What follows belongs to an exercise in optimizing a design on an open flow for small area, a short achievable clock period and few clock cycles per item; a production flow would make more cautious choices.
Where RTL was checked, it was by simulation tests only, not by an equivalence proof against the original.
For runs 4 to 8, only the layout was checked, not whether the RTL still works.
Power is estimated from default activity; no workload was simulated.

**flow/design.v**
```verilog
module gsm7_septet (
    input  wire        clk,
    input  wire        rst,           
    input  wire        cmd_valid,
    output wire        cmd_ready,
    input  wire [2:0]  cmd_op,
    input  wire [15:0] cmd_len,
    input  wire [7:0]  cmd_hdr_len,
    input  wire        in_valid,
    output wire        in_ready,
    input  wire [31:0] in_data,
    output wire        out_valid,
    input  wire        out_ready,
    output wire [7:0]  out_data,
    output wire        res_valid,
    input  wire        res_ready,
    output wire [7:0]  res_err,
    output wire [7:0]  res_count
);
    reg         busy;        
    reg         rv;          
    reg         m_pack;      
    reg         m_hdr;       
    reg         m_hex;       
    reg  [10:0] rem;         
    reg  [7:0]  cnt;         
    reg  [2:0]  hl;          
    reg  [14:0] acc;         
    reg  [3:0]  k;           
    reg         hexhi;       
    reg         skip;        
    reg  [4:0]  err;
    reg  [7:0]  ob;          
    reg         ov;          
    reg         olo;         
    wire len_big = (|cmd_len[15:11]) | (cmd_len[10] & (|cmd_len[9:0]));
    wire op_pack = (cmd_op == 3'd0);
    wire op_hdr  = (cmd_op == 3'd1);
    reg  [4:0] pf;
    always @* begin
        if (cmd_op[2] & cmd_op[1])                     pf = 5'h10;
        else if (len_big)                              pf = 5'h12;
        else if (cmd_op == 3'd5)                       pf = 5'h03;
        else if (op_pack & (|cmd_len[10:8]))           pf = 5'h19;
        else if (op_hdr & (cmd_hdr_len > 8'd6))        pf = 5'h17;
        else if (op_hdr & (cmd_len[10:0] > 11'd248))   pf = 5'h19;
        else                                           pf = 5'h00;
    end
    wire pf_any = |pf;
    wire [7:0] len_byte = cmd_len[7:0] + {5'd0, op_hdr, op_hdr, op_hdr};
    wire fault   = |err;
    wire pre     = m_hdr & (cnt < 8'd7);
    wire pre_hdr = pre & (cnt[2:0] < hl);
    wire pre_bit = pre & (cnt[2:0] == 3'd6);
    wire pre_zero = pre & ~pre_hdr & ~pre_bit;
    wire more    = |rem;
    wire en_el   = ~pre & more;
    wire space   = ~k[3];
    wire done_in = ~pre & ~more;
    assign in_ready = busy & (pre_hdr | en_el) & (skip | space | hexhi);
    wire fire = in_valid & in_ready;
    wire hi24 = |in_data[31:8];
    wire c_dig = (in_data[7:0] >= 8'h30) & (in_data[7:0] <= 8'h39);
    wire c_let = ((in_data[7:0] & 8'hDF) >= 8'h41) & ((in_data[7:0] & 8'hDF) <= 8'h46);
    wire c_hex = ~hi24 & (c_dig | c_let);
    wire [3:0] hv = in_data[6] ? (in_data[3:0] + 4'd9) : in_data[3:0];
    reg        st_on;       
    reg  [7:0] sx;          
    reg  [1:0] sw;          
    reg        st_fault;
    reg  [4:0] st_err;
    reg        st_commit;   
    always @* begin
        st_on = 1'b0; sx = 8'd0; sw = 2'd0; st_fault = 1'b0; st_err = 5'h13; st_commit = 1'b0;
        if (pre_hdr) begin
            st_on = fire;
            sx = in_data[7:0]; sw = 2'd3;
            st_fault = hi24;
        end else if (pre_zero) begin
            st_on = skip | space;
            sw = 2'd3;
        end else if (pre_bit) begin
            st_on = skip | space;
            sw = 2'd1;
        end else if (m_pack) begin
            st_on = fire;
            sx = {1'b0, in_data[6:0]}; sw = 2'd2;
            st_fault = hi24 | in_data[7];
            st_err = 5'h18;
        end else if (m_hex) begin
            st_on = fire;
            st_err = 5'h15;
            if (!hexhi) begin
                sx = {hv, 4'd0}; sw = 2'd0;
                if (!c_hex) st_fault = 1'b1;
                else if (rem == 11'd1) begin st_fault = 1'b1; st_err = 5'h16; end
            end else begin
                sx = {4'd0, hv}; sw = 2'd3;
                st_fault = ~c_hex;
                st_commit = 1'b1;
            end
        end else begin
            st_on = fire;
            sx = in_data[7:0]; sw = 2'd3;
            st_fault = hi24;
            st_commit = 1'b1;
        end
    end
    wire st_data = st_on & ~skip & ~st_fault;       
    wire [14:0] ins = {7'd0, sx} << k[2:0];
    wire [14:0] tot = acc | (st_data ? ins : 15'd0);
    wire [3:0]  kt  = k + ((st_data) ? ((sw == 2'd3) ? 4'd8 : (sw == 2'd2) ? 4'd7 : {3'd0, sw[0]}) : 4'd0);
    wire ofree = ~ov | (out_ready & (olo | ~m_pack));
    wire avail = m_pack ? (kt[3] | (done_in & (|k))) : (kt >= 4'd7);
    wire load  = busy & ofree & avail;
    wire left  = m_pack ? (|k) : (k >= 4'd7);       
    function automatic [7:0] hex_char(input [3:0] d);
        hex_char = (d <= 4'd9) ? {4'h3, d} : {4'h4, d - 4'd9};
    endfunction
    assign out_valid = ov;
    assign out_data  = m_pack ? hex_char(olo ? ob[3:0] : ob[7:4]) : {1'b0, ob[6:0]};
    assign res_valid = rv;
    assign res_err   = {3'd0, err};
    assign res_count = fault ? 8'd0 : cnt;
    assign cmd_ready = ~busy;
    always @(posedge clk) begin
        if (rst) begin
            busy <= 1'b0;
            rv   <= 1'b0;
            ov   <= 1'b0;
        end else begin
            if (!busy) begin
                if (cmd_valid) begin
                    busy   <= 1'b1;
                    m_pack <= (op_pack | op_hdr) & ~pf_any;
                    m_hdr  <= op_hdr & ~pf_any;
                    m_hex  <= (cmd_op == 3'd2);
                    rem    <= pf_any ? 11'd0 : cmd_len[10:0];
                    cnt    <= 8'd0;
                    hl     <= cmd_hdr_len[2:0];
                    acc    <= 15'd0;
                    k      <= 4'd0;
                    hexhi  <= 1'b0;
                    skip   <= pf_any;
                    err    <= pf;
                    ob     <= len_byte;
                    ov     <= (op_pack | op_hdr) & ~pf_any;
                    olo    <= 1'b0;
                end
            end else begin
                if (fire & ~pre) rem <= rem - 11'd1;
                if (st_on & ~skip & st_fault) begin
                    skip <= 1'b1;
                    err  <= st_err;
                end
                if (m_hex & fire & ~pre) hexhi <= ~hexhi;
                if (pre ? st_on : (st_data & (m_pack | st_commit)))
                    cnt <= cnt + ((~m_pack & (cnt[2:0] == 3'd6)) ? 8'd2 : 8'd1);
                if (st_data & st_commit & (cnt == 8'd158))
                    skip <= 1'b1;                           
                if (ov & out_ready) begin
                    if (m_pack & ~olo) olo <= 1'b1;
                    else               ov  <= 1'b0;
                end
                if (load) begin
                    ob  <= m_pack ? tot[7:0] : {1'b0, tot[6:0]};
                    ov  <= 1'b1;
                    olo <= 1'b0;
                    if (m_pack) begin
                        acc <= {8'd0, tot[14:8]};
                        k   <= kt[3] ? {1'b0, kt[2:0]} : 4'd0;
                    end else begin
                        acc <= {7'd0, tot[14:7]};
                        k   <= kt - 4'd7;
                    end
                end else begin
                    acc <= tot;
                    k   <= kt;
                end
                if (!rv && done_in && !left && ofree)
                    rv <= 1'b1;
                if (rv && res_ready) begin
                    rv   <= 1'b0;
                    busy <= 1'b0;
                end
            end
        end
    end
endmodule
```
**flow/run.sh**
```bash
#!/bin/bash
# synth_recipe.tcl (not shown) runs the flow's synth.tcl, then flattens the netlist and writes it again
# the make line also repeats each setting of config.mk as NAME=value (left out here)
make -C /OpenROAD-flow-scripts/flow DESIGN_CONFIG=/design/flow/config.mk WORK_HOME=/design/flow/orfs CLKGATE_MAP_FILE= SYNTH_SCRIPT=/design/flow/synth_recipe.tcl finish
```
**flow/config.mk**
```make
export PLATFORM = sky130hd
export DESIGN_NAME = gsm7_septet
export DESIGN_NICKNAME = gsm7_septet
export VERILOG_FILES = /design/flow/design.v
export SDC_FILE = /design/flow/constraint.sdc
export NUM_CORES = 4
export LEC_CHECK = 0
export CAP_MARGIN = 20
export CORE_MARGIN = 2
export CORE_UTILIZATION = 40
export SETUP_SLACK_MARGIN = 4.5
export SLEW_MARGIN = 20
```
**flow/constraint.sdc**
```tcl
create_clock -name core_clock -period 7.0 [get_ports {clk}]
set_input_delay 1.4000 -clock core_clock [delete_from_list [all_inputs] [get_ports {clk}]]
set_output_delay 1.4000 -clock core_clock [all_outputs]
set_load 0.01 [all_outputs]
```
==> results.json, run 1 <==
{
  "status": "complete, no violations",
  "die_y_um": 116,
  "final_core_util": 0.689,
  "synthFlopType": "edfxtp_1",
  "wl_mm": 18.7,
  "start_util": 0.413,
  "ios": 93,
  "grt_pass1_vias": 5395,
  "grt_antenna_before_repair": 0,
  "coreArea_sq_um": 12100,
  "seq_area_frac_synth": 0.372,
  "vias": 5461,
  "hp-class": "reg2reg",
  "yosysMostFrequentCell": "nand2_1",
  "crit_chain": "buf_12, inv_8, ha_4, nand3b_1, a21oi_4, a2111oi_4, a21oi_4, nor4_2, ha_2, inv_2, fa_1, inv_2, ha_4, and3_4, a31oi_4, a31o_4, buf_8, a31oi_4, a22o_1",
  "wl_per_cell_um": 20.0,
  "register_area_sq_um": 1870,
  "slew_headroom": 0.423,
  "crit_slowest_cell": "fa_1",
  "cp_data_required_time_ps": 7090,
  "finClkSkew_ps": 9.46,
  "worst_pin_slew_ps": 866,
  "setup_violations": 0,
  "synth_seq_cells": 63,
  "final_cell_area_sq_um": 8340,
  "critPathMaxStageDelay_ps": 570,
  "hold_viol": 0,
  "worst-path-buf-inv": 5,
  "finalMaxSlewViolations": 0,
  "die_x_um": 116,
  "clockBufferDepth": 2,
  "synthTopCellsByCount": "nand2_1 (63), edfxtp_1 (60), nor2_1 (47), a21oi_1 (39), inv_1 (30)",
  "nets": 851,
  "ant_nets": 0,
  "postCtsHoldBufs": 0,
  "die-area_sq_um": 13400,
  "vias_per_cell": 5.85,
  "cts_buffers": 9,
  "timing.hold.ws_ps": 533,
  "power.density_nw_per_um2": 151,
  "crit_arrival_ps": 4730,
  "port_buffers": 88,
  "cts_tree": "done",
  "ir_worst_vdd_mv": 0.131,
  "rows": 40,
  "cts.sinks": 63,
  "first_pass_iters": 5,
  "clkLatencyLatePin_ps": 340,
  "period_share": 0.662,
  "drtIter0Drc": 420,
  "grt_pass1_wl_mm": 28.2,
  "ys_async_sr_fraction": 0,
  "clk_pin_slew_ps": 50,
  "synth_area_per_cell_sq_um": 8.73,
  "worstPathMaxFanout": 7,
  "grtUsageTotal": 0.273,
  "antenna-diode-count": 0,
  "synth_area_leaders": "edfxtp_1 (36%), ha_1 (5.5%), nand2_1 (4.7%), a21oi_1 (3.9%), nor2_1 (3.5%)",
  "period_needed_ps": 4640,
  "fillers": 949,
  "grt_setup_unrepaired": "true",
  "syn_area_sq_um": 5000,
  "crit_path_end_kind": "flop",
  "drive_above_1_share": 0.454,
  "drc": 0,
  "synth_edf_count": 60,
  "cts_root_buffer": "clkbuf_16",
  "startpoint_type": "input pin",
  "grt_overflow_total": 0,
  "synth_top_area_cell": "edfxtp_1",
  "synth_cell_types": 66,
  "grt_max_degree": 23,
  "p_leak_nw": 3.27,
  "area_delta_synth_final_pct": 66.8,
  "syn_inst": 573,
  "dpl-instance-area_sq_um": 6370,
  "multi_input_area_sq_um": 3850,
  "worst-setup-path-type": "in2reg",
  "dpl.hpwl_mm": 11.7,
  "yosysWarnings": 1,
  "critPathTopFamily": "compound AO/OA/AOI/OAI gates",
  "cap_violations": 0,
  "clock.fmax_ghz": 0.216,
  "gp_congestion": 0.837,
  "fin_setup_tns_ps": 0,
  "cts_max_level": 3,
  "yosysTopAreaCellShare": 0.360
}
power by group:
group / total [mW] / internal [mW] / leakage (nW) / switching [mW]
Sequential: 0.464 / 0.441 / 0.601 / 0.0231
Combinational: 0.340 / 0.165 / 2.52 / 0.176
Clock: 0.459 / 0.295 / 0.146 / 0.164
routing by layer:
metal	global-route usage	vias to the layer above	wire length (um)	share of wire
met5	0	-	0	0
met4	0.119	0	677	0.036
met3	0.0528	58	1180	0.063
met2	0.455	225	9210	0.49
met1	0.347	2662	7610	0.41
li1	-	2516	-	-
through the flow:
| step | instances | worst slack [ps] | power [mW] |
|---|---|---|---|
| after floorplan | 576 | 2380 | 0.616 |
| after global placement | 803 | 1120 | 0.707 |
| after CTS | 906 | 2460 | 1.23 |
| after detailed placement | 803 | 948 | 0.710 |
| final | 934 | 2360 | 1.26 |
| after global routing | 934 | 2250 | 1.31 |
flip-flops by register name (all words and copies together) (netlist names):
register / count
olo: 1
hexhi: 1
m_hex: 1
busy: 1
rem: 11
err: 5
skip: 1
m_hdr: 1
m_pack: 1
ov: 1
acc: 15
hl: 3
k: 4
rv: 1
cnt: 8
ob: 8
layout make-up:
class	count	area share
clock buffers	13	0.0312
repair buffers	204	0.234
well taps	168	0.0252
inverters	31	0.0189
repair inverters	1	0.000900
flip-flops and latches	63	0.224
multi-input cells	451	0.461
clock inverters	3	0.00510
kinds of logic after synthesis:
logic type               Yosys count  synth area share
adder cells (fa/ha/maj)           25            0.0670
other                              1          0.000750
multiplexers                      11            0.0230
XOR/XNOR                          23            0.0403
AND/OR/NAND/NOR                  228             0.231
buffers and inverters             63            0.0510
flip-flops                        63             0.372
AO/OA/AOI/OAI                    159             0.215
worst register-to-register path, delay by kind of cell, from the launching register on:
family          cells  cell delay [ps]
fa+ha+maj           5             1520
buf+inv             3              270
compound gates      7             1320
flops               1              520
simple gates        3              550
repair_timing:
action	4_1_cts	5_1_grt
endpoints found under the setup margin	137	105
resized for setup	375	76
setup buffers	81	28
cloned	6	0
pin swaps	72	46
cell usage in the layout, fill, tap and decap left out, types with 12 or more instances in the layout:
master,n
ha_1,14
edfxtp_1,60
dlygate4sd2_1,22
a21oi_1,20
buf_4,71
a21oi_2,12
nand2_1,48
nor2_1,32
buf_6,44
buf_2,30
o21ai_1,12
clkdlybuf4s15_1,12
inv_1,18
nand3_1,17
final timing paths:
check                                     startpoint              endpoint  slack [ps]  cells after the start
worst max-delay path                      in_data[0]  acc[0]$_SDFFCE_PN0P_        2360                     19
worst min-delay path                 rv$_SDFFE_PP0P_       busy$_SDFF_PP0_         530                      1
worst max register to register  cnt[2]$_SDFFCE_PN0P_  acc[0]$_SDFFCE_PN0P_        2580                     18
worst min register to register       rv$_SDFFE_PP0P_       busy$_SDFF_PP0_         530                      1
Testbench counts, summed over its fixed seeds: cycles 39,832, items 28,162.
==> run 2: changes to the inputs <==
--- a/flow/config.mk
+++ b/flow/config.mk
@@ -8,5 +8,5 @@
 export CAP_MARGIN = 20
 export CORE_MARGIN = 2
 export CORE_UTILIZATION = 40
-export SETUP_SLACK_MARGIN = 4.5
+export SETUP_SLACK_MARGIN = 3
 export SLEW_MARGIN = 20
==> results.json, run 2 <==
{
  "vias_per_cell": 5.73,
  "grtUsageTotal": 0.238,
  "grt_max_degree": 34,
  "rows": 40,
  "clkPwrFrac": 0.388,
  "ios": 93,
  "grt_setup_unrepaired": "true",
  "cts.sinks": 63,
  "period_needed_ps": 4580,
  "die_x_um": 116,
  "synth-compound-area-share": 0.215,
  "yosysMostFrequentCell": "nand2_1",
  "reg_top3": "acc (15), rem (11)",
  "cts_tree": "done",
  "setup_violations": 0,
  "status": "complete, no violations",
  "synthTopCellsByCount": "nand2_1 (63), edfxtp_1 (60), nor2_1 (47), a21oi_1 (39), inv_1 (30)",
  "clockBufferDepth": 2,
  "yosysTopAreaCellShare": 0.360,
  "antenna-diode-count": 0,
  "critPathMaxStageDelay_ps": 530,
  "gr-usage-met2": 0.392,
  "port_buffers": 88,
  "cts_root_buffer": "clkbuf_16",
  "worst_pin_slew_ps": 947,
  "final_core_util": 0.592,
  "synth_cell_types": 66,
  "area_delta_synth_final_pct": 43.3,
  "cp_data_required_time_ps": 7180,
  "top_register": "acc",
  "synth_edf_count": 60,
  "grt_pass1_vias": 4701,
  "syn_inst": 573,
  "finClkSkew_ps": 6.16,
  "synth_area_per_cell_sq_um": 8.73,
  "drc": 0,
  "grt_overflow_total": 0,
  "fin_setup_tns_ps": 0,
  "switching_share": 0.268,
  "clock.fmax_ghz": 0.218,
  "grt_antenna_before_repair": 0,
  "p_seq_frac": 0.389,
  "synth_xor_area_frac": 0.0403,
  "synth_top_area_cell": "edfxtp_1",
  "final_cell_mix": "nand2_1 (60), edfxtp_1 (60), buf_4 (55)",
  "clk_pin_slew_ps": 50,
  "yosysWarnings": 1,
  "period_share": 0.654,
  "hp-class": "reg2reg",
  "switchingPower_uw": 318,
  "nets": 792,
  "synth_seq_cells": 63,
  "synthFlopType": "edfxtp_1",
  "crit_slowest_cell": "or4_4",
  "p_leak_nw": 2.67,
  "pwr-share-comb": 0.223,
  "worst-setup-path-type": "in2reg",
  "fillers": 1104,
  "crit_path_end_kind": "flop",
  "grt_use_met1": 0.319,
  "grt.busiest_layer": "met2",
  "worstPathMaxFanout": 5,
  "vias": 5004,
  "wl_per_cell_um": 18.1,
  "die_y_um": 116,
  "gp_congestion": 0.910,
  "die-area_sq_um": 13400,
  "synth_top_family_by_area": "simple AND/OR/NAND/NOR gates",
  "clkLatencyLatePin_ps": 330,
  "largest_reg_flops": 15,
  "muxShareOfSynthArea": 0.0230,
  "drive_above_1_share": 0.244,
  "synth_area_leaders": "edfxtp_1 (36%), ha_1 (5.5%), nand2_1 (4.7%), a21oi_1 (3.9%), nor2_1 (3.5%)",
  "start_util": 0.413,
  "worst-path-buf-inv": 5,
  "syn_area_sq_um": 5000,
  "postCtsHoldBufs": 0,
  "ir_worst_vdd_mv": 0.101,
  "slew_headroom": 0.367,
  "dpl.hpwl_mm": 11.2,
  "ant_nets": 0,
  "seq_area_frac_synth": 0.372,
  "grt_pass1_wl_mm": 24.6,
  "critPathTopFamily": "simple AND/OR/NAND/NOR gates",
  "startpoint_type": "input pin",
  "first_pass_iters": 5,
  "internal-power_uw": 871,
  "cts_max_level": 3,
  "cap_violations": 0,
  "grtUsageMet3": 0.0429,
  "synthAdderAreaFrac": 0.0670,
  "hold_viol": 0,
  "coreArea_sq_um": 12100,
  "finalMaxSlewViolations": 0,
  "yosys.area_share.simple": 0.231,
  "drtIter0Drc": 358,
  "crit_chain": "buf_2, nor4_1, nand4_1, o22ai_4, o21ai_4, nor3_4, nand2_4, inv_4, ha_4, a21o_1, a21oi_2, xnor2_2, or4_4, buf_4, buf_6, a31o_4, buf_6, a21oi_2, o2bb2ai_1",
  "power.density_nw_per_um2": 166,
  "wl_mm": 15.8,
  "crit_arrival_ps": 4750,
  "cts_buffers": 9,
  "ys_async_sr_fraction": 0
}
==> run 2: cell counts after synthesis <==
Identical to the previous run, type by type.
==> run 2: path summary, 6_finish.rpt <==
| path | startpoint | to | slack [ps] | cells past startpoint |
|---|---|---|---|---|
| worst max-delay path | in_data[25] | acc[4]$_SDFFCE_PN0P_ | 2420 | 19 |
| worst min-delay path | rv$_SDFFE_PP0P_ | rv$_SDFFE_PP0P_ | 510 | 2 |
| worst min register to register | rv$_SDFFE_PP0P_ | rv$_SDFFE_PP0P_ | 510 | 2 |
| worst max register to register | cnt[2]$_SDFFCE_PN0P_ | acc[4]$_SDFFCE_PN0P_ | 2550 | 20 |
==> run 2: cell families (layout without fill, tap and decap cells) <==
logic type	count (synthesis)	in the layout
buffers and inverters	63	192
AND/OR/NAND/NOR	228	228
XOR/XNOR	23	23
flip-flops	63	63
other	1	4
AO/OA/AOI/OAI	159	160
adder cells (fa/ha/maj)	25	25
multiplexers	11	11
==> run 2: final cells by class <==
type / instances / area, sq um / share of cell area
clock buffer: 10 / 229 / 0.0319
clock inverter: 5 / 73.8 / 0.0103
inverter: 31 / 153 / 0.0213
multi-input combinational: 451 / 3340 / 0.465
sequential: 63 / 1860 / 0.260
tap: 168 / 210 / 0.0293
timing repair buffer: 146 / 1310 / 0.182
==> run 2: per-stage QoR <==
step	hold WS (ps)	cell area, sq um	setup slack [ps]	total power [mW]	cells
after global placement	506	6160	1110	0.691	804
final	514	7170	2420	1.19	874
after global routing	540	7170	2270	1.24	874
after detailed placement	500	6170	959	0.695	804
after CTS	509	6860	2390	1.17	852
after floorplan	493	5220	2380	0.600	576
==> run 2: power by group through the flow <==
stage	combinational (mW)	clock (mW)	sequential, mW
finish	0.265	0.462	0.463
global route	0.287	0.486	0.465
CTS	0.245	0.466	0.462
detailed placement	0.225	0	0.470
global placement	0.222	0	0.470
floorplan	0.141	0	0.460
==> run 2: what timing repair did <==
item	in CTS	in global routing
pin swaps	33	30
setup buffers	32	22
setup endpoints to repair	49	37
resized for setup	139	39
gates cloned	1	0
==> run 2: worst register-to-register path: cells and delay by family (launching register included) <==
family	cells	cell delay (ps)
adder cells (fa/ha/maj)	2	530
flip-flops	1	450
AO/OA/AOI/OAI	7	1250
XOR/XNOR	1	100
AND/OR/NAND/NOR	5	1370
buffers and inverters	5	610
==> run 2: metal layers <==
layer / up-vias / wire (um)
met3: 25 / 815
met5: - / 0
li1: 2396 / -
met4: 0 / 293
met2: 146 / 7760
met1: 2437 / 6970
==> run 3: changes to the inputs <==
--- a/flow/config.mk
+++ b/flow/config.mk
@@ -8,5 +8,4 @@
 export CAP_MARGIN = 20
 export CORE_MARGIN = 2
 export CORE_UTILIZATION = 40
-export SETUP_SLACK_MARGIN = 3
 export SLEW_MARGIN = 20
==> results.json, run 3 <==
{
  "cap_violations": 0,
  "first_pass_iters": 5,
  "dpl.hpwl_mm": 10.8,
  "grt_setup_unrepaired": "false",
  "final_common_cell": "clkdlybuf4s50_1",
  "postCtsHoldBufs": 0,
  "yosysTopAreaCellShare": 0.360,
  "port_buffers": 88,
  "syn_area_sq_um": 5000,
  "grt_pass1_wl_mm": 22.5,
  "die_y_um": 116,
  "largest_reg_flops": 15,
  "critPathMaxStageDelay_ps": 740,
  "drive_above_1_share": 0.0551,
  "crit_path_end_kind": "flop",
  "final_cell_mix": "clkdlybuf4s50_1 (88), nand2_1 (63), edfxtp_1 (60)",
  "synth_cell_types": 66,
  "top_register": "acc",
  "wl_per_cell_um": 17.2,
  "ant_nets": 0,
  "die-area_sq_um": 13400,
  "finalMaxSlewViolations": 0,
  "period_needed_ps": 6410,
  "cts_buffers": 9,
  "cts_resized": 0,
  "clkLatencyLatePin_ps": 330,
  "startpoint_type": "input pin",
  "final_cell_area_sq_um": 6290,
  "ys_async_sr_fraction": 0,
  "grt_antenna_before_repair": 0,
  "clock.fmax_ghz": 0.156,
  "hp-class": "reg2reg",
  "rows": 40,
  "cts_setup_buffers": 0,
  "synthTopCellsByCount": "nand2_1 (63), edfxtp_1 (60), nor2_1 (47), a21oi_1 (39), inv_1 (30)",
  "register_area_sq_um": 1860,
  "reg_top3": "acc (15), rem (11)",
  "cts_max_level": 3,
  "synth_seq_cells": 63,
  "cts.sinks": 63,
  "coreArea_sq_um": 12100,
  "grt_overflow_total": 0,
  "cts_root_buffer": "clkbuf_16",
  "seq_area_frac_synth": 0.372,
  "synthFlopType": "edfxtp_1",
  "crit_start": "in_data[0]",
  "vias": 4653,
  "clockBufferDepth": 2,
  "yosysWarnings": 1,
  "crit_arrival_ps": 6380,
  "crit_chain": "clkdlybuf4s50_1, inv_1, ha_1, nand3b_1, a21oi_1, a2111oi_0, a21oi_1, nor3_1, nand2_1, inv_1, ha_1, a21o_1, a21oi_1, xnor2_1, or4_4, a31o_4, nand2_1, inv_1, nor2_1",
  "dpl-instance-area_sq_um": 6010,
  "finClkSkew_ps": 5.35,
  "synth_area_per_cell_sq_um": 8.73,
  "clk_pin_slew_ps": 50,
  "period_share": 0.916,
  "die_x_um": 116,
  "worst-path-buf-inv": 4,
  "syn_inst": 573,
  "worst-setup-path-type": "in2reg",
  "ir_worst_vdd_mv": 0.114,
  "r2r_start": "cnt[7]$_SDFFCE_PN0P_",
  "wl_mm": 14.1,
  "drc": 0,
  "fillers": 1195,
  "critPathTopFamily": "compound AO/OA/AOI/OAI gates",
  "synth_area_leaders": "edfxtp_1 (36%), ha_1 (5.5%), nand2_1 (4.7%), a21oi_1 (3.9%), nor2_1 (3.5%)",
  "drtIter0Drc": 323,
  "nets": 738,
  "yosysMostFrequentCell": "nand2_1",
  "worst_pin_slew_ps": 964,
  "grt_max_degree": 34,
  "area_delta_synth_final_pct": 25.8,
  "multi_input_area_sq_um": 2910,
  "cts_tree": "done",
  "slew_headroom": 0.351,
  "synth_edf_count": 60,
  "fin_setup_tns_ps": 0,
  "synth_top_area_cell": "edfxtp_1",
  "cp_data_required_time_ps": 6960,
  "hp-start": "rv$_SDFFE_PP0P_",
  "gp_congestion": 0.903,
  "status": "complete, no violations",
  "worstPathMaxFanout": 16,
  "antenna-diode-count": 0,
  "setup_violations": 0,
  "hold_viol": 0,
  "ios": 93,
  "start_util": 0.413,
  "grtUsageTotal": 0.216,
  "grt_pass1_vias": 4418,
  "vias_per_cell": 5.67,
  "crit_slowest_cell": "a2111oi_0",
  "power.density_nw_per_um2": 176,
  "p_leak_nw": 2.28
}
-- run 3: tightest hold or removal path, cell delays in order, from the launching register on --
cell     delay, ps
dfxtp_1        350
nand2_1         70
a21oi_1         50
-- run 3: through the flow --
stage           util  hold slack, ps  instances  worst slack (ps)  power, mW
2_1_floorplan      -             493        576              1520      0.591
3_3_place_gp   0.496             506        805               601      0.682
3_5_place_dp   0.496             508        805               245      0.685
4_1_cts        0.519             523        821               591       1.11
5_1_grt        0.520             542        821               144       1.15
6_report       0.520             522        821               586       1.11
-- run 3: power by group --
| part | internal [mW] | switching, mW |
|---|---|---|
| sequential | 0.441 | 0.0212 |
| clock | 0.270 | 0.156 |
| combinational | 0.100 | 0.118 |
-- run 3: routing by layer --
| metal | routed length (um) | GRT usage | share of wire | vias up |
|---|---|---|---|---|
| met5 | 0 | 0 | 0 | - |
| met4 | 290 | 0.0722 | 0.021 | 0 |
| met3 | 611 | 0.0282 | 0.043 | 24 |
| met2 | 6590 | 0.355 | 0.47 | 139 |
| met1 | 6620 | 0.295 | 0.47 | 2202 |
| li1 | - | - | - | 2288 |
-- run 3: cell families (layout without fill, tap and decap cells) --
family	count (synthesis)	after routing	synth area share
compound gates	159	159	0.215
simple gates	228	228	0.231
other cells	1	4	0.000750
buf+inv	63	140	0.0510
mux	11	11	0.0230
flops	63	63	0.372
fa+ha+maj	25	25	0.0670
xor+xnor	23	23	0.0403
-- run 3: cell type report --
cell class | instances | share of cell area
repair buffers | 93 | 0.146
well taps | 168 | 0.0334
clock buffers | 10 | 0.0364
multi-input cells | 450 | 0.462
inverters | 31 | 0.0185
flip-flops and latches | 63 | 0.296
clock inverters | 6 | 0.00815
-- run 3: worst paths after layout --
check | end | slack (ps) | cells after the start
worst max-delay path | ob[2]$_DFFE_PP_ | 590 | 19
worst min-delay path | rv$_SDFFE_PP0P_ | 520 | 2
worst max register to register | ob[2]$_DFFE_PP_ | 1940 | 15
worst min register to register | rv$_SDFFE_PP0P_ | 520 | 2
==> run 4: changes to the inputs <==
--- a/flow/design.v
+++ b/flow/design.v
@@ -64,56 +64,48 @@
     wire c_let = ((in_data[7:0] & 8'hDF) >= 8'h41) & ((in_data[7:0] & 8'hDF) <= 8'h46);
     wire c_hex = ~hi24 & (c_dig | c_let);
     wire [3:0] hv = in_data[6] ? (in_data[3:0] + 4'd9) : in_data[3:0];
-    reg        st_on;       
+    wire auto_st = pre_zero | pre_bit;              
+    wire [3:0] w = pre_bit ? 4'd1 :
+                   (m_pack & ~pre) ? 4'd7 :
+                   (m_hex & ~pre & ~hexhi) ? 4'd0 : 4'd8;
+    wire st_on = auto_st ? (skip | space) : fire;
+    wire go    = st_on & ~skip;                      
     reg  [7:0] sx;          
-    reg  [1:0] sw;          
     reg        st_fault;
     reg  [4:0] st_err;
     reg        st_commit;   
     always @* begin
-        st_on = 1'b0; sx = 8'd0; sw = 2'd0; st_fault = 1'b0; st_err = 5'h13; st_commit = 1'b0;
-        if (pre_hdr) begin
-            st_on = fire;
-            sx = in_data[7:0]; sw = 2'd3;
-            st_fault = hi24;
-        end else if (pre_zero) begin
-            st_on = skip | space;
-            sw = 2'd3;
-        end else if (pre_bit) begin
-            st_on = skip | space;
-            sw = 2'd1;
+        sx = in_data[7:0]; st_fault = hi24; st_err = 5'h13; st_commit = 1'b0;
+        if (pre) begin
+            if (auto_st) sx = 8'd0;
         end else if (m_pack) begin
-            st_on = fire;
-            sx = {1'b0, in_data[6:0]}; sw = 2'd2;
+            sx = {1'b0, in_data[6:0]};
             st_fault = hi24 | in_data[7];
             st_err = 5'h18;
         end else if (m_hex) begin
-            st_on = fire;
             st_err = 5'h15;
+            st_fault = ~c_hex;
             if (!hexhi) begin
-                sx = {hv, 4'd0}; sw = 2'd0;
-                if (!c_hex) st_fault = 1'b1;
-                else if (rem == 11'd1) begin st_fault = 1'b1; st_err = 5'h16; end
+                sx = {hv, 4'd0};
+                if (c_hex & (rem == 11'd1)) begin st_fault = 1'b1; st_err = 5'h16; end
             end else begin
-                sx = {4'd0, hv}; sw = 2'd3;
-                st_fault = ~c_hex;
+                sx = {4'd0, hv};
                 st_commit = 1'b1;
             end
         end else begin
-            st_on = fire;
-            sx = in_data[7:0]; sw = 2'd3;
-            st_fault = hi24;
             st_commit = 1'b1;
         end
     end
-    wire st_data = st_on & ~skip & ~st_fault;       
     wire [14:0] ins = {7'd0, sx} << k[2:0];
-    wire [14:0] tot = acc | (st_data ? ins : 15'd0);
-    wire [3:0]  kt  = k + ((st_data) ? ((sw == 2'd3) ? 4'd8 : (sw == 2'd2) ? 4'd7 : {3'd0, sw[0]}) : 4'd0);
-    wire ofree = ~ov | (out_ready & (olo | ~m_pack));
-    wire avail = m_pack ? (kt[3] | (done_in & (|k))) : (kt >= 4'd7);
-    wire load  = busy & ofree & avail;
-    wire left  = m_pack ? (|k) : (k >= 4'd7);       
+    wire [14:0] tot = acc | (go ? ins : 15'd0);
+    wire [3:0]  kw  = k + w;
+    wire [3:0]  kt  = go ? kw : k;
+    wire ofree  = ~ov | (out_ready & (olo | ~m_pack));
+    wire av_go  = m_pack ? kw[3] : (kw[3] | (&kw[2:0]));
+    wire av_no  = m_pack ? (k[3] | (done_in & (|k))) : (k[3] | (&k[2:0]));
+    wire avail  = go ? av_go : av_no;
+    wire load   = busy & ofree & avail;
+    wire left   = m_pack ? (|k) : (k[3] | (&k[2:0]));    
     function automatic [7:0] hex_char(input [3:0] d);
         hex_char = (d <= 4'd9) ? {4'h3, d} : {4'h4, d - 4'd9};
     endfunction
@@ -149,14 +141,14 @@
                 end
             end else begin
                 if (fire & ~pre) rem <= rem - 11'd1;
-                if (st_on & ~skip & st_fault) begin
+                if (fire & ~skip & st_fault) begin
                     skip <= 1'b1;
                     err  <= st_err;
                 end
                 if (m_hex & fire & ~pre) hexhi <= ~hexhi;
-                if (pre ? st_on : (st_data & (m_pack | st_commit)))
+                if (pre ? st_on : (go & (m_pack | st_commit)))
                     cnt <= cnt + ((~m_pack & (cnt[2:0] == 3'd6)) ? 8'd2 : 8'd1);
-                if (st_data & st_commit & (cnt == 8'd158))
+                if (go & st_commit & (cnt == 8'd158))
                     skip <= 1'b1;                           
                 if (ov & out_ready) begin
                     if (m_pack & ~olo) olo <= 1'b1;
--- a/flow/config.mk
+++ b/flow/config.mk
@@ -8,4 +8,5 @@
 export CAP_MARGIN = 20
 export CORE_MARGIN = 2
 export CORE_UTILIZATION = 40
+export SETUP_SLACK_MARGIN = 2
 export SLEW_MARGIN = 20
==> results.json, run 4 <==
{
  "synth_edf_count": 60,
  "cts.sinks": 63,
  "die_x_um": 118,
  "port_buffers": 88,
  "dpl_worst_slack_ps": 2280,
  "grt_max_degree": 34,
  "die_y_um": 118,
  "area_delta_synth_final_pct": 24.6,
  "startpoint_type": "flop",
  "start_util": 0.412,
  "largest_reg_flops": 15,
  "cts_max_level": 3,
  "grt_setup_unrepaired": "false",
  "dpl-instance-area_sq_um": 6200,
  "cts_setup_buffers": 0,
  "yosysMostFrequentCell": "edfxtp_1",
  "top_register": "acc",
  "yosysTopAreaCellShare": 0.344,
  "drtIter0Drc": 459,
  "period_needed_ps": 4400,
  "fillers": 1246,
  "synthTopCellsByCount": "edfxtp_1 (60), nand2_1 (58), nor2_1 (56), o21ai_0 (36), inv_1 (31)",
  "ys_async_sr_fraction": 0,
  "gp_congestion": 0.918,
  "finalMaxSlewViolations": 0,
  "syn_area_sq_um": 5240,
  "register_area_sq_um": 1860,
  "rows": 41,
  "crit_path_end_kind": "flop",
  "clockBufferDepth": 2,
  "status": "complete, no violations",
  "synth_cell_types": 82,
  "grt_overflow_total": 0,
  "die-area_sq_um": 14000,
  "setup_violations": 0,
  "ant_nets": 0,
  "fin_setup_tns_ps": 0,
  "clk_pin_slew_ps": 60,
  "vias": 4978,
  "coreArea_sq_um": 12700,
  "clock.fmax_ghz": 0.227,
  "synthFlopType": "edfxtp_1",
  "final_cell_mix": "clkdlybuf4s50_1 (88), edfxtp_1 (60), nand2_1 (58)",
  "p_leak_nw": 2.37,
  "worstPathMaxFanout": 15,
  "wl_mm": 15.2,
  "syn_inst": 606,
  "synth_seq_cells": 63,
  "ios": 93,
  "grt_pass1_wl_mm": 24.4,
  "slew_headroom": 0.295,
  "cts_buffers": 9,
  "worst_pin_slew_ps": 1060,
  "cp_data_required_time_ps": 6990,
  "grtUsageTotal": 0.217,
  "wl_per_cell_um": 17.9,
  "grt_pass1_vias": 4750,
  "first_pass_iters": 5,
  "cts_tree": "done",
  "drive_above_1_share": 0.0663,
  "cap_violations": 0,
  "clkLatencyLatePin_ps": 330,
  "synth_area_per_cell_sq_um": 8.65,
  "cts_root_buffer": "clkbuf_16",
  "final_common_cell": "clkdlybuf4s50_1",
  "synth_top_area_cell": "edfxtp_1",
  "yosysWarnings": 1,
  "period_share": 0.629,
  "hp-class": "reg2reg",
  "synth_area_leaders": "edfxtp_1 (34%), ha_1 (4.5%), nand2_1 (4.2%), nor2_1 (4.0%), o21ai_0 (3.4%)",
  "worst-setup-path-type": "reg2reg",
  "power.density_nw_per_um2": 182,
  "nets": 759,
  "vias_per_cell": 5.85,
  "hold_viol": 0,
  "dpl.hpwl_mm": 11.7,
  "grt_antenna_before_repair": 0,
  "setup_slack_ps": 2600,
  "final_cell_area_sq_um": 6530,
  "reg_top3": "acc (15), rem (11)",
  "antenna-diode-count": 0,
  "multi_input_area_sq_um": 3110,
  "crit_arrival_ps": 4400,
  "ir_worst_vdd_mv": 0.0921,
  "seq_area_frac_synth": 0.355,
  "finClkSkew_ps": 3.82,
  "drc": 0
}
[run 4: cell count changes after synthesis, moves of 4 or more]
cell / change
o211ai_1: -7
mux2i_1: +6
nor2_1: +9
o21ai_0: +9
and3_1: +4
a2bb2oi_1: +4
nand3_1: +5
o2bb2ai_1: -4
a21oi_1: -10
nand2_1: -5
[run 4: layer usage]
metal	up-vias	track usage	wire, um
li1	2390	-	-
met1	2348	0.300	6850
met2	218	0.344	7050
met3	22	0.0415	1040
met4	0	0.0670	271
met5	-	0	0
[run 4: repair_timing]
action | in CTS | in global routing
setup endpoints to repair | 0 | 8
hold endpoints to repair | 0 | 0
gates resized for setup | 0 | 2
hold buffers | 0 | 0
[run 4: area by class of cell]
type                            count  area share
Clock buffer                        9      0.0345
Clock inverter                      7      0.0148
Inverter                           33      0.0190
Multi-Input combinational cell    476       0.475
Sequential cell                    63       0.285
Tap cell                          172      0.0330
Timing Repair Buffer               91       0.138
[run 4: logic make-up after synthesis]
group           share of synthesized area
simple gates                        0.243
fa+ha+maj                          0.0492
buf+inv                            0.0575
other cells                      0.000715
xor+xnor                           0.0451
flops                               0.355
compound gates                      0.212
mux                                0.0377
[run 4: metrics by stage]
step	hold WS (ps)	util	total power, mW	cells
after detailed placement	483	0.487	0.706	835
after CTS	499	0.513	1.19	851
after floorplan	493	-	0.608	609
final	509	0.513	1.19	851
after global placement	490	0.487	0.701	835
after global routing	525	0.513	1.24	851
[run 4: final timing paths]
path,to,start,slack [ps],cells after the start
worst min register to register,busy$_SDFF_PP0_,rv$_SDFFE_PP0P_,510,1
worst max-delay path,ob[1]$_DFFE_PP_,cnt[4]$_SDFFCE_PN0P_,2600,11
worst min-delay path,busy$_SDFF_PP0_,rv$_SDFFE_PP0P_,510,1
worst max register to register,ob[1]$_DFFE_PP_,cnt[4]$_SDFFCE_PN0P_,2600,11
[run 4: worst max-delay path, cell delays in order (launching register included)]
cell and delay (ps):
edfxtp_1 480, or4b_1 740, o31ai_2 560, nand2_1 110, ha_1 250, a2111oi_0 430
o32a_1 230, xor2_1 230, nor3_2 110, o21ai_4 420, inv_1 150, nor2_2 350
[run 4: report_power, final]
group	leakage, nW	internal, mW	total (mW)	switching (mW)
sequential	0.601	0.442	0.469	0.0275
clock	0.150	0.312	0.487	0.175
combinational	1.62	0.107	0.233	0.125
==> run 5: changes to the inputs <==
--- a/flow/config.mk
+++ b/flow/config.mk
@@ -8,5 +8,5 @@
 export CAP_MARGIN = 20
 export CORE_MARGIN = 2
 export CORE_UTILIZATION = 40
-export SETUP_SLACK_MARGIN = 2
+export SETUP_SLACK_MARGIN = 3.5
 export SLEW_MARGIN = 20
==> results.json, run 5 <==
{
  "critPathMaxStageDelay_ps": 480,
  "period_share": 0.528,
  "start_util": 0.412,
  "rrSetupSlack_ps": 3540,
  "rr_worst_depth": 12,
  "setup_violations": 0,
  "synth_area_per_cell_sq_um": 8.65,
  "final_cell_mix": "clkdlybuf4s50_1 (66), edfxtp_1 (60), nand2_1 (55)",
  "cap_violations": 0,
  "synth_xor_area_frac": 0.0451,
  "startpoint_type": "flop",
  "timing.hold.ws_ps": 532,
  "die_y_um": 118,
  "grt_max_degree": 37,
  "synthFlopType": "edfxtp_1",
  "instances_no_fill": 903,
  "crit_arrival_ps": 2300,
  "synth-compound-area-share": 0.212,
  "hold_viol": 0,
  "r2r_end": "k[2]$_SDFFCE_PN0P_",
  "synth_top_area_cell": "edfxtp_1",
  "worst_pin_slew_ps": 1010,
  "top_register": "acc",
  "grt_pass1_vias": 5160,
  "hp-start": "rv$_SDFFE_PP0P_",
  "setup_slack_ps": 3300,
  "crit_slowest_cell": "edfxtp_1",
  "whs_endpoint": "busy$_SDFF_PP0_",
  "cp_data_required_time_ps": 5600,
  "synth_seq_cells": 63,
  "rows": 41,
  "syn_inst": 606,
  "yosysWarnings": 1,
  "cts_tree": "done",
  "yosysTopAreaCellShare": 0.344,
  "worst-setup-path-type": "reg2out",
  "ys_async_sr_fraction": 0,
  "dpl.hpwl_mm": 11.6,
  "muxShareOfSynthArea": 0.0377,
  "drc": 0,
  "p_leak_nw": 2.81,
  "nets": 811,
  "synth_cell_types": 82,
  "area_delta_synth_final_pct": 40.7,
  "worst-path-buf-inv": 3,
  "antenna-diode-count": 0,
  "seq_area_frac_synth": 0.355,
  "ios": 93,
  "dp_cells": 835,
  "synth_top_family_by_area": "simple AND/OR/NAND/NOR gates",
  "crit_chain": "buf_6, mux2i_4, ha_2, nor2_4, nor2_2, nor2_2, buf_6, xnor2_2, mux2_4, buf_6",
  "cts_root_buffer": "clkbuf_16",
  "clk_pin_slew_ps": 60,
  "power.density_nw_per_um2": 166,
  "crit_path_end_kind": "output port",
  "gp_congestion": 0.893,
  "die-area_sq_um": 14000,
  "largest_reg_flops": 15,
  "grt_antenna_before_repair": 0,
  "ir_worst_vdd_mv": 0.108,
  "clkLatencyLatePin_ps": 340,
  "critPathTopFamily": "multiplexers",
  "reg_top3": "acc (15), rem (11)",
  "crit_top_cell": "buf_6",
  "dpl_worst_slack_ps": 2540,
  "vias_per_cell": 5.89,
  "status": "complete, no violations",
  "grtUsageTotal": 0.235,
  "synthTopCellsByCount": "edfxtp_1 (60), nand2_1 (58), nor2_1 (56), o21ai_0 (36), inv_1 (31)",
  "ant_nets": 0,
  "wl_per_cell_um": 18.7,
  "port_buffers": 88,
  "yosysMostFrequentCell": "edfxtp_1",
  "finClkSkew_ps": 7.97,
  "drtIter0Drc": 448,
  "synthAdderAreaFrac": 0.0492,
  "worstPathMaxFanout": 3,
  "clockBufferDepth": 2,
  "finalMaxSlewViolations": 0,
  "die_x_um": 118,
  "syn_area_sq_um": 5240,
  "period_needed_ps": 3700,
  "hp-class": "reg2reg",
  "fin_setup_tns_ps": 0,
  "grt_setup_unrepaired": "true",
  "final_common_cell": "clkdlybuf4s50_1",
  "grt_pass1_wl_mm": 26.3,
  "grt_overflow_total": 0,
  "slew_headroom": 0.322,
  "r2r_start": "m_hdr$_DFFE_PP_",
  "first_pass_iters": 5,
  "wl_mm": 16.9,
  "clock.fmax_ghz": 0.271,
  "synth_edf_count": 60,
  "min_path_cells": 1,
  "yosys.area_share.simple": 0.243,
  "vias": 5318,
  "coreArea_sq_um": 12700,
  "cts.sinks": 63,
  "synth_area_leaders": "edfxtp_1 (34%), ha_1 (4.5%), nand2_1 (4.2%), nor2_1 (4.0%), o21ai_0 (3.4%)",
  "cts_max_level": 3,
  "drive_above_1_share": 0.227,
  "cts_buffers": 9
}
==> run 5: worst register-to-register path, stage by stage, from the launching register on <==
cell       delay [ps]
edfxtp_1          440
or4b_4            550
or4_4             520
o2111ai_2         150
o32ai_4           190
buf_4             180
buf_4             140
nand2_1            50
o21ai_0           120
ha_1              250
and3_1            180
and3_1            180
a211o_1           260
==> run 5: power breakdown <==
group / total, mW / internal [mW] / switching (mW) / leakage (nW)
combinational: 0.293 / 0.140 / 0.154 / 2.07
sequential: 0.470 / 0.442 / 0.0281 / 0.601
clock: 0.459 / 0.294 / 0.165 / 0.146
==> run 5: routing by layer <==
layer,track usage,up-vias,part of all wire
met5,0,-,0
met4,0.0766,0,0.020
met3,0.0439,31,0.069
met2,0.385,237,0.47
met1,0.312,2544,0.44
li1,-,2506,-
==> run 5: worst max-delay path by stage <==
stage / from / end / cells after the start
6_report: olo$_SDFFCE_PN0P_ / out_data[0] / 10
5_1_grt: olo$_SDFFCE_PN0P_ / out_data[0] / 10
4_1_cts: olo$_SDFFCE_PN0P_ / out_data[1] / 10
3_5_place_dp: cnt[4]$_SDFFCE_PN0P_ / ob[4]$_DFFE_PP_ / 11
3_3_place_gp: in_data[6] / skip$_SDFFCE_PP1P_ / 9
2_1_floorplan: in_data[1] / acc[2]$_SDFFCE_PN0P_ / 10
==> run 5: logic make-up after synthesis <==
logic type	Yosys count
flip-flops	63
adder cells (fa/ha/maj)	20
AND/OR/NAND/NOR	249
AO/OA/AOI/OAI	158
XOR/XNOR	27
buffers and inverters	70
other	1
multiplexers	18
==> run 5: cell type report <==
type | count | area (sq um)
clock buffers | 13 | 260
fillers | 1163 | 5340
clock inverters | 3 | 42.5
multi-input cells | 476 | 3570
inverters | 33 | 133
well taps | 172 | 215
flip-flops and latches | 63 | 1860
repair buffers | 143 | 1300
==> run 5: stage by stage <==
step           instance area, sq um   util  total power, mW
2_1_floorplan                  5280      -            0.610
3_5_place_dp                   6220  0.489            0.708
4_1_cts                        7090  0.557             1.20
3_3_place_gp                   6220  0.489            0.704
6_report                       7380  0.580             1.22
5_1_grt                        7380  0.580             1.27
==> run 5: timing repair <==
item,4_1_cts,5_1_grt
resized for setup,110,50
setup buffers,39,13
endpoints found under the setup margin,82,62
pin swaps,22,19
hold buffers,0,0
==> run 6: changes to the inputs <==
==> flow/flow/run.sh (new file) <==
#!/bin/bash
# Standard layout, with plain buffers (not delay cells) on the ports.
set -euo pipefail
export BUFFER_PORTS_ARGS="-buffer_cell sky130_fd_sc_hd__buf_1"
bash standard.sh > standard.log 2>&1
==> flow/standard.sh (new file) <==
#!/bin/bash
# synth_recipe.tcl (not shown) runs the flow's synth.tcl, then flattens the netlist and writes it again
# the make line also repeats each setting of config.mk as NAME=value (left out here)
make -C /OpenROAD-flow-scripts/flow DESIGN_CONFIG=/design/flow/config.mk WORK_HOME=/design/flow/orfs CLKGATE_MAP_FILE= SYNTH_SCRIPT=/design/flow/synth_recipe.tcl "${@:-finish}"
removed: flow/run.sh
==> results.json, run 6 <==
{
  "status": "complete, no violations",
  "fillers": 1202,
  "ant_nets": 0,
  "die_y_um": 118,
  "die_x_um": 118,
  "ys_async_sr_fraction": 0,
  "clkLatencyLatePin_ps": 340,
  "hp-class": "reg2reg",
  "slew_headroom": 0.351,
  "area_delta_synth_final_pct": 26.2,
  "rows": 41,
  "syn_area_sq_um": 5240,
  "synth_edf_count": 60,
  "crit_path_end_kind": "output port",
  "grt_pass1_wl_mm": 24.7,
  "drtIter0Drc": 502,
  "worst-setup-path-type": "reg2out",
  "dpl.hpwl_mm": 11.2,
  "antenna-diode-count": 0,
  "vias_per_cell": 5.89,
  "cts_max_level": 3,
  "grt_max_degree": 43,
  "dp_cells": 836,
  "hold_viol": 0,
  "grt_setup_unrepaired": "true",
  "synth_top_area_cell": "edfxtp_1",
  "postCtsHoldBufs": 0,
  "clock.fmax_ghz": 0.282,
  "final_common_cell": "buf_1",
  "yosysWarnings": 1,
  "start_util": 0.412,
  "finalMaxSlewViolations": 0,
  "synth_cell_types": 82,
  "clk_pin_slew_ps": 50,
  "wl_mm": 15.6,
  "synth_seq_cells": 63,
  "finClkSkew_ps": 8.83,
  "yosysMostFrequentCell": "edfxtp_1",
  "register_area_sq_um": 1860,
  "gp_congestion": 0.867,
  "drive_above_1_share": 0.184,
  "vias": 5263,
  "grt_pass1_vias": 4862,
  "crit_arrival_ps": 2150,
  "nets": 803,
  "port_buffers": 88,
  "syn_inst": 606,
  "power.density_nw_per_um2": 168,
  "cp_data_required_time_ps": 5600,
  "grtUsageTotal": 0.219,
  "worst_pin_slew_ps": 971,
  "coreArea_sq_um": 12700,
  "drc": 0,
  "first_pass_iters": 5,
  "wl_per_cell_um": 17.5,
  "largest_reg_flops": 15,
  "yosysTopAreaCellShare": 0.344,
  "reg_top3": "acc (15), rem (11)",
  "cts.sinks": 63,
  "startpoint_type": "flop",
  "grt_antenna_before_repair": 0,
  "final_cell_mix": "buf_1 (80), edfxtp_1 (60), nand2_1 (56)",
  "synthTopCellsByCount": "edfxtp_1 (60), nand2_1 (58), nor2_1 (56), o21ai_0 (36), inv_1 (31)",
  "p_leak_nw": 2.41,
  "top_register": "acc",
  "period_share": 0.507,
  "ir_worst_vdd_mv": 0.114,
  "clockBufferDepth": 2,
  "multi_input_area_sq_um": 3410,
  "worstPathMaxFanout": 3,
  "grt_overflow_total": 0,
  "cts_tree": "done",
  "cts_root_buffer": "clkbuf_16",
  "setup_violations": 0,
  "ios": 93,
  "seq_area_frac_synth": 0.355,
  "period_needed_ps": 3550,
  "synth_area_per_cell_sq_um": 8.65,
  "cap_violations": 0,
  "synthFlopType": "edfxtp_1",
  "instances_no_fill": 894,
  "die-area_sq_um": 14000,
  "synth_area_leaders": "edfxtp_1 (34%), ha_1 (4.5%), nand2_1 (4.2%), nor2_1 (4.0%), o21ai_0 (3.4%)",
  "fin_setup_tns_ps": 0,
  "cts_buffers": 9
}
-- run 6: changes by cell type in the layout (fill, tap and decap cells not counted), sizes merged, moves of 3 or more --
| cell | previous run | this run |
|---|---|---|
| dlymetal6s2s | 3 | 0 |
| buf | 64 | 132 |
| clkdlybuf4s50 | 66 | 0 |
| clkbuf | 15 | 12 |
| clkinv | 3 | 7 |
| dlygate4sd2 | 8 | 0 |
-- run 6: final cells by class --
class,count,share of cell area
clock inverters,6,0.00435
well taps,172,0.0325
multi-input cells,476,0.516
inverters,33,0.0208
flip-flops and latches,63,0.281
repair buffers,135,0.111
clock buffers,9,0.0340
-- run 6: where the power goes --
group          internal, mW  switching (mW)  leakage, nW  total, mW
Sequential            0.442          0.0250        0.601      0.467
Combinational         0.104           0.147         1.68      0.251
Clock                 0.232           0.162        0.124      0.394
-- run 6: worst max-delay path: stages, from the launching register on --
cell	delay, ps
edfxtp_1	470
buf_6	170
mux2i_4	200
ha_4	180
nor2_4	130
nor2_4	50
nor2_4	150
mux2i_1	90
mux2_4	260
buf_6	120
-- run 6: routing by layer --
layer,vias up,GRT usage,share of wire
li1,2487,-,-
met1,2529,0.300,0.44
met2,221,0.351,0.48
met3,26,0.0367,0.068
met4,0,0.0781,0.018
met5,-,0,0
-- run 6: path summary, 6_finish.rpt --
check,end,startpoint,cells past startpoint,slack (ps)
worst max-delay path,out_data[1],olo$_SDFFCE_PN0P_,9,3450
worst min-delay path,rv$_SDFFE_PP0P_,rv$_SDFFE_PP0P_,2,510
worst max register to register,k[2]$_SDFFCE_PN0P_,cnt[3]$_SDFFCE_PN0P_,11,3530
worst min register to register,rv$_SDFFE_PP0P_,rv$_SDFFE_PP0P_,2,510
-- run 6: cells by family (layout without fill, tap and decap cells) --
logic type | count (synthesis) | count (layout) | share of synthesized area
simple gates | 249 | 249 | 0.243
compound gates | 158 | 158 | 0.212
buf+inv | 70 | 183 | 0.0575
flops | 63 | 63 | 0.355
xor+xnor | 27 | 27 | 0.0451
fa+ha+maj | 20 | 20 | 0.0492
mux | 18 | 18 | 0.0377
other cells | 1 | 4 | 0.000715
-- run 6: timing repair --
item | in CTS | in global routing
buffers inserted | 26 | 17
resized for setup | 43 | 43
endpoints found under the hold margin | 0 | 0
setup endpoints to repair | 58 | 47
pin swaps | 14 | 25
-- run 6: per-stage QoR --
step            util  setup slack (ps)  hold WS [ps]  cell area [sq um]  total power [mW]
2_1_floorplan      -              3510           493               5280             0.610
3_3_place_gp   0.446              2860           492               5680             0.670
3_5_place_dp   0.446              2480           507               5680             0.675
4_1_cts        0.497              3400           516               6320              1.09
5_1_grt        0.520              3350           564               6620              1.16
6_report       0.520              3450           512               6620              1.11
==> run 7: changes to the inputs <==
==> flow/flow/run.sh (replaced) <==
#!/bin/bash
# Standard layout, with plain buffers (not delay cells) on the ports.
set -euo pipefail
export BUFFER_PORTS_ARGS="-buffer_cell sky130_fd_sc_hd__buf_2"
bash standard.sh > standard.log 2>&1
==> results.json, run 7 <==
{
  "fillers": 1195,
  "syn_inst": 606,
  "startpoint_type": "flop",
  "start_util": 0.412,
  "hp-class": "reg2reg",
  "internal-power_uw": 859,
  "clkPwrFrac": 0.398,
  "period_needed_ps": 3570,
  "grt_overflow_total": 0,
  "yosysWarnings": 1,
  "hold_viol": 0,
  "ios": 93,
  "cp_data_required_time_ps": 5600,
  "die_x_um": 118,
  "postCtsHoldBufs": 0,
  "drtIter0Drc": 372,
  "period_share": 0.510,
  "p_seq_frac": 0.392,
  "clkLatencyLatePin_ps": 340,
  "ir_worst_vdd_mv": 0.127,
  "highest_layer": "met4",
  "gp_congestion": 0.888,
  "syn_area_sq_um": 5240,
  "worst-setup-path-type": "reg2out",
  "first_pass_iters": 5,
  "cap_violations": 0,
  "area_delta_synth_final_pct": 27.3,
  "rows": 41,
  "clk_pin_slew_ps": 50,
  "die_y_um": 118,
  "coreArea_sq_um": 12700,
  "grtUsageTotal": 0.223,
  "clock.fmax_ghz": 0.280,
  "grt_max_degree": 43,
  "wl_met3_mm": 1.15,
  "cts_root_buffer": "clkbuf_16",
  "crit_arrival_ps": 2170,
  "synthTopCellsByCount": "edfxtp_1 (60), nand2_1 (58), nor2_1 (56), o21ai_0 (36), inv_1 (31)",
  "final_cell_mix": "buf_2 (84), edfxtp_1 (60), nand2_1 (56)",
  "ant_nets": 0,
  "p_total_mw": 1.20,
  "worst_pin_slew_ps": 925,
  "crit_path_end_kind": "output port",
  "yosysTopAreaCellShare": 0.344,
  "power.density_nw_per_um2": 179,
  "final_common_cell": "buf_2",
  "drive_above_1_share": 0.290,
  "top_register": "acc",
  "register_area_sq_um": 1860,
  "worstPathMaxFanout": 3,
  "nets": 794,
  "cts_max_level": 3,
  "dpl.hpwl_mm": 11.6,
  "grt_pass1_wl_mm": 25.2,
  "drc": 0,
  "die-area_sq_um": 14000,
  "seq_area_frac_synth": 0.355,
  "grt_antenna_before_repair": 0,
  "setup_violations": 0,
  "vias": 5191,
  "fin_setup_tns_ps": 0,
  "wl_per_cell_um": 17.9,
  "ys_async_sr_fraction": 0,
  "synth_area_per_cell_sq_um": 8.65,
  "wl_mm": 15.8,
  "cts_tree": "done",
  "finalMaxSlewViolations": 0,
  "cts_buffers": 9,
  "switchingPower_uw": 336,
  "largest_reg_flops": 15,
  "switching_share": 0.281,
  "finClkSkew_ps": 10.9,
  "synth_cell_types": 82,
  "port_buffers": 88,
  "cts.sinks": 63,
  "met1Wirelength_mm": 6.78,
  "grt_setup_unrepaired": "true",
  "status": "complete, no violations",
  "clockBufferDepth": 2,
  "reg_top3": "acc (15), rem (11)",
  "multi_input_area_sq_um": 3410,
  "synth_area_leaders": "edfxtp_1 (34%), ha_1 (4.5%), nand2_1 (4.2%), nor2_1 (4.0%), o21ai_0 (3.4%)",
  "pwr-share-comb": 0.210,
  "antenna-diode-count": 0,
  "synthFlopType": "edfxtp_1",
  "synth_seq_cells": 63,
  "slew_headroom": 0.381,
  "synth_top_area_cell": "edfxtp_1",
  "met2_length_mm": 7.67,
  "p_leak_nw": 2.63,
  "vias_per_cell": 5.86,
  "yosysMostFrequentCell": "edfxtp_1",
  "synth_edf_count": 60,
  "grt_pass1_vias": 4975
}
## run 7: cell count changes in the layout (fill, tap and decap cells not counted), sizes merged
cell and delta:
inv +1, clkbuf -2, clkinvlp -1, clkinv -2
buf -6, bufinv +2
## run 7: worst max-delay path, stage by stage (launching register included)
cell	delay (ps)
edfxtp_1	500
mux2i_2	210
buf_4	160
ha_4	160
nor2_2	90
nor2_1	50
nor2_2	170
xnor2_1	100
mux2_4	270
buf_6	130
## run 7: power by group through the flow
stage / Combinational (mW) / Sequential, mW / Clock (mW)
2_1_floorplan: 0.149 / 0.461 / 0
3_3_place_gp: 0.204 / 0.473 / 0
3_5_place_dp: 0.209 / 0.474 / 0
4_1_cts: 0.233 / 0.466 / 0.482
5_1_grt: 0.274 / 0.471 / 0.498
6_report: 0.251 / 0.468 / 0.476
## run 7: what timing repair did
item | CTS | global route
buffers inserted | 23 | 12
resized for setup | 32 | 34
pin swaps | 16 | 17
endpoints found under the setup margin | 57 | 43
## run 7: cell type report
| type | count | area share |
|---|---|---|
| clock buffer | 10 | 0.0343 |
| sequential | 63 | 0.279 |
| timing repair buffer | 126 | 0.112 |
| clock inverter | 6 | 0.0126 |
| multi-input combinational | 476 | 0.510 |
| inverter | 33 | 0.0199 |
| tap | 172 | 0.0322 |
## run 7: final timing paths
check,from,endpoint,slack [ps],cells past startpoint
setup / recovery,olo$_SDFFCE_PN0P_,out_data[0],3430,9
hold / removal,rv$_SDFFE_PP0P_,rv$_SDFFE_PP0P_,500,2
setup reg to reg,cnt[7]$_SDFFCE_PN0P_,k[2]$_SDFFCE_PN0P_,3560,11
hold reg to reg,rv$_SDFFE_PP0P_,rv$_SDFFE_PP0P_,500,2
## run 7: logic make-up after synthesis
logic type,count (synthesis),synth area share
other,1,0.000715
AO/OA/AOI/OAI,158,0.212
XOR/XNOR,27,0.0451
adder cells (fa/ha/maj),20,0.0492
flip-flops,63,0.355
buffers and inverters,70,0.0575
multiplexers,18,0.0377
AND/OR/NAND/NOR,249,0.243
## run 7: layer usage
layer  vias up  track usage
met5         -            0
met4         0       0.0655
met3        21       0.0444
met2       242        0.368
met1      2461        0.297
li1       2467            -
## run 7: metrics by stage
step           area [sq um]  cells  hold WS [ps]  worst slack [ps]   util
4_1_cts                6440    874           501              3460  0.506
2_1_floorplan          5280    609           493              3510      -
3_5_place_dp           5780    835           489              2650  0.454
6_report               6680    886           502              3430  0.525
5_1_grt                6680    886           550              3320  0.525
3_3_place_gp           5780    835           497              2830  0.454
==> run 8: changes to the inputs <==
--- a/flow/design.v
+++ b/flow/design.v
@@ -19,6 +19,8 @@
 );
     reg         busy;        
     reg         rv;          
+    reg         crdy;        
+    reg         flt;         
     reg         m_pack;      
     reg         m_hdr;       
     reg         m_hex;       
@@ -48,7 +50,7 @@
     end
     wire pf_any = |pf;
     wire [7:0] len_byte = cmd_len[7:0] + {5'd0, op_hdr, op_hdr, op_hdr};
-    wire fault   = |err;
+    wire fault   = flt;
     wire pre     = m_hdr & (cnt < 8'd7);
     wire pre_hdr = pre & (cnt[2:0] < hl);
     wire pre_bit = pre & (cnt[2:0] == 3'd6);
@@ -114,16 +116,19 @@
     assign res_valid = rv;
     assign res_err   = {3'd0, err};
     assign res_count = fault ? 8'd0 : cnt;
-    assign cmd_ready = ~busy;
+    assign cmd_ready = crdy;
     always @(posedge clk) begin
         if (rst) begin
             busy <= 1'b0;
+            crdy <= 1'b1;
             rv   <= 1'b0;
             ov   <= 1'b0;
         end else begin
             if (!busy) begin
                 if (cmd_valid) begin
                     busy   <= 1'b1;
+                    crdy   <= 1'b0;
+                    flt    <= pf_any;
                     m_pack <= (op_pack | op_hdr) & ~pf_any;
                     m_hdr  <= op_hdr & ~pf_any;
                     m_hex  <= (cmd_op == 3'd2);
@@ -143,6 +148,7 @@
                 if (fire & ~pre) rem <= rem - 11'd1;
                 if (fire & ~skip & st_fault) begin
                     skip <= 1'b1;
+                    flt  <= 1'b1;
                     err  <= st_err;
                 end
                 if (m_hex & fire & ~pre) hexhi <= ~hexhi;
@@ -174,6 +180,7 @@
                 if (rv && res_ready) begin
                     rv   <= 1'b0;
                     busy <= 1'b0;
+                    crdy <= 1'b1;
                 end
             end
         end
==> flow/flow/run.sh (replaced) <==
#!/bin/bash
# Standard layout, with plain buffers (not delay cells) on the ports.
set -euo pipefail
export BUFFER_PORTS_ARGS="-buffer_cell sky130_fd_sc_hd__buf_1"
bash standard.sh > standard.log 2>&1
--- a/flow/config.mk
+++ b/flow/config.mk
@@ -8,5 +8,5 @@
 export CAP_MARGIN = 20
 export CORE_MARGIN = 2
 export CORE_UTILIZATION = 40
-export SETUP_SLACK_MARGIN = 3.5
+export SETUP_SLACK_MARGIN = 4.5
 export SLEW_MARGIN = 20
==> results.json, run 8 <==
{
  "ant_nets": 0,
  "synthTopCellsByCount": "edfxtp_1 (61), nand2_1 (61), nor2_1 (49), o21ai_0 (41), inv_1 (29)",
  "port_buffers": 88,
  "p_leak_nw": 3.09,
  "dp_cells": 837,
  "syn_area_sq_um": 5300,
  "setup_violations": 0,
  "hp-class": "reg2reg",
  "worst_pin_slew_ps": 747,
  "fin_setup_tns_ps": 0,
  "yosysWarnings": 1,
  "die-area_sq_um": 14200,
  "synth_top_area_cell": "edfxtp_1",
  "gp_congestion": 0.851,
  "coreArea_sq_um": 13100,
  "cp_data_required_time_ps": 5600,
  "antenna-diode-count": 0,
  "period_needed_ps": 3590,
  "crit_arrival_ps": 2190,
  "fillers": 1005,
  "synth_area_per_cell_sq_um": 8.80,
  "cts_buffers": 9,
  "clkLatencyLatePin_ps": 330,
  "slew_headroom": 0.502,
  "period_share": 0.513,
  "dpl_worst_slack_ps": 2720,
  "cts_max_level": 3,
  "switching_share": 0.298,
  "finalMaxSlewViolations": 0,
  "largest_reg_flops": 15,
  "timing.hold.ws_ps": 520,
  "cts_root_buffer": "clkbuf_16",
  "yosysTopAreaCellShare": 0.346,
  "cap_violations": 0,
  "first_pass_iters": 5,
  "synth_cell_types": 80,
  "reg_top3": "acc (15), rem (11)",
  "setup_slack_ps": 3410,
  "ir_worst_vdd_mv": 0.120,
  "switchingPower_uw": 378,
  "drtIter0Drc": 555,
  "grt_pass1_vias": 5293,
  "rr_worst_depth": 15,
  "internal-power_uw": 889,
  "ios": 93,
  "vias": 5784,
  "wl_per_cell_um": 19.8,
  "drive_above_1_share": 0.432,
  "pwr-share-comb": 0.280,
  "min_path_cells": 2,
  "area_delta_synth_final_pct": 57.5,
  "ys_async_sr_fraction": 0,
  "synth_seq_cells": 65,
  "instances_no_fill": 965,
  "nets": 871,
  "status": "complete, no violations",
  "grt_overflow_total": 0,
  "startpoint_type": "flop",
  "grt_antenna_before_repair": 0,
  "start_util": 0.405,
  "dpl.hpwl_mm": 11.5,
  "synth_edf_count": 61,
  "seq_area_frac_synth": 0.361,
  "synth_area_leaders": "edfxtp_1 (35%), ha_1 (4.5%), nand2_1 (4.3%), o21ai_0 (3.9%), nor2_1 (3.5%)",
  "worst-setup-path-type": "reg2out",
  "hold_viol": 0,
  "clkPwrFrac": 0.340,
  "clockBufferDepth": 2,
  "rows": 42,
  "postCtsHoldBufs": 0,
  "final_common_cell": "buf_4",
  "clk_pin_slew_ps": 50,
  "clock.fmax_ghz": 0.279,
  "die_x_um": 119,
  "final_cell_mix": "buf_4 (73), buf_1 (69), edfxtp_1 (61)",
  "grtUsageTotal": 0.251,
  "cts_tree": "done",
  "grt_max_degree": 55,
  "grt_pass1_wl_mm": 28.3,
  "die_y_um": 119,
  "vias_per_cell": 5.99,
  "worstPathMaxFanout": 4,
  "drc": 0,
  "power.density_nw_per_um2": 152,
  "wl_mm": 19.1,
  "p_seq_frac": 0.380,
  "cts.sinks": 65,
  "syn_inst": 602,
  "finClkSkew_ps": 8.53,
  "grt_setup_unrepaired": "true",
  "top_register": "acc",
  "synthFlopType": "edfxtp_1",
  "crit_path_end_kind": "output port"
}
[run 8: cell count changes after synthesis, moves of 4 or more]
cell | previous run | this run
nand4_1 | 9 | 4
a21oi_1 | 29 | 24
and2_1 | 13 | 7
nor2b_1 | 9 | 15
nor2_1 | 56 | 49
a31oi_1 | 11 | 18
o22ai_1 | 6 | 10
o32ai_1 | 5 | 0
o21ai_0 | 36 | 41
[run 8: critical path: stages (launching register included)]
cell	delay, ps
edfxtp_1	510
mux2i_4	350
ha_2	260
nor2_4	60
nor2_4	100
nor2_4	60
mux2i_1	130
mux2_4	270
buf_6	120
[run 8: cells by family after synthesis]
family          synth area share
compound gates             0.229
simple gates               0.232
fa+ha+maj                 0.0524
xor+xnor                  0.0430
other cells             0.000708
buf+inv                   0.0534
flops                      0.361
mux                       0.0291
[run 8: final timing paths]
check / from / to / slack [ps]
min reg2reg: crdy$_SDFFE_PP1P_ / crdy$_SDFFE_PP1P_ / 520
max reg2reg: cnt[7]$_SDFFCE_PN0P_ / ob[6]$_DFFE_PP_ / 3630
max: olo$_SDFFCE_PN0P_ / out_data[1] / 3410
min: crdy$_SDFFE_PP1P_ / crdy$_SDFFE_PP1P_ / 520
[run 8: routing by layer]
layer | global-route usage | vias up | share of wire
met5 | 0 | - | 0
met4 | 0.0789 | 0 | 0.028
met3 | 0.0493 | 52 | 0.065
met2 | 0.411 | 278 | 0.50
met1 | 0.334 | 2823 | 0.41
li1 | - | 2631 | -
[run 8: final cells by class]
cell class                      instances  area, sq um  area share
Clock buffer                           11          233      0.0279
Clock inverter                          4         45.0     0.00540
Inverter                               31          149      0.0178
Multi-Input combinational cell        475         4270       0.511
Sequential cell                        65         1910       0.229
Tap cell                              176          220      0.0264
Timing Repair Buffer                  203         1520       0.182
[run 8: what timing repair did]
action	in CTS	in global routing
gates cloned	3	0
setup buffers	76	34
pin swaps	59	63
hold endpoints to repair	0	0
setup endpoints to repair	118	104
gates resized for setup	151	128
[run 8: metrics by stage]
stage	total power, mW	util	area (sq um)
after global placement	0.696	0.454	5940
final	1.27	0.638	8340
after global routing	1.31	0.638	8340
after floorplan	0.634	-	5590
after detailed placement	0.699	0.454	5940
after CTS	1.20	0.575	7530
[run 8: power groups by stage]
| stage | Sequential, mW | Clock, mW | Combinational, mW |
|---|---|---|---|
| 3_5_place_dp | 0.487 | 0 | 0.212 |
| 2_1_floorplan | 0.475 | 0 | 0.159 |
| 5_1_grt | 0.484 | 0.451 | 0.378 |
| 6_report | 0.482 | 0.430 | 0.355 |
| 4_1_cts | 0.480 | 0.431 | 0.293 |
| 3_3_place_gp | 0.487 | 0 | 0.209 |

Check on run 8: ideal ports give 3.412 ns setup slack; a clkbuf_16 on the clock port and buf_2 on the inputs give 3.370 ns; moving port delays by the midpoint clock arrival (0.372 ns) as well gives 3.362 ns.
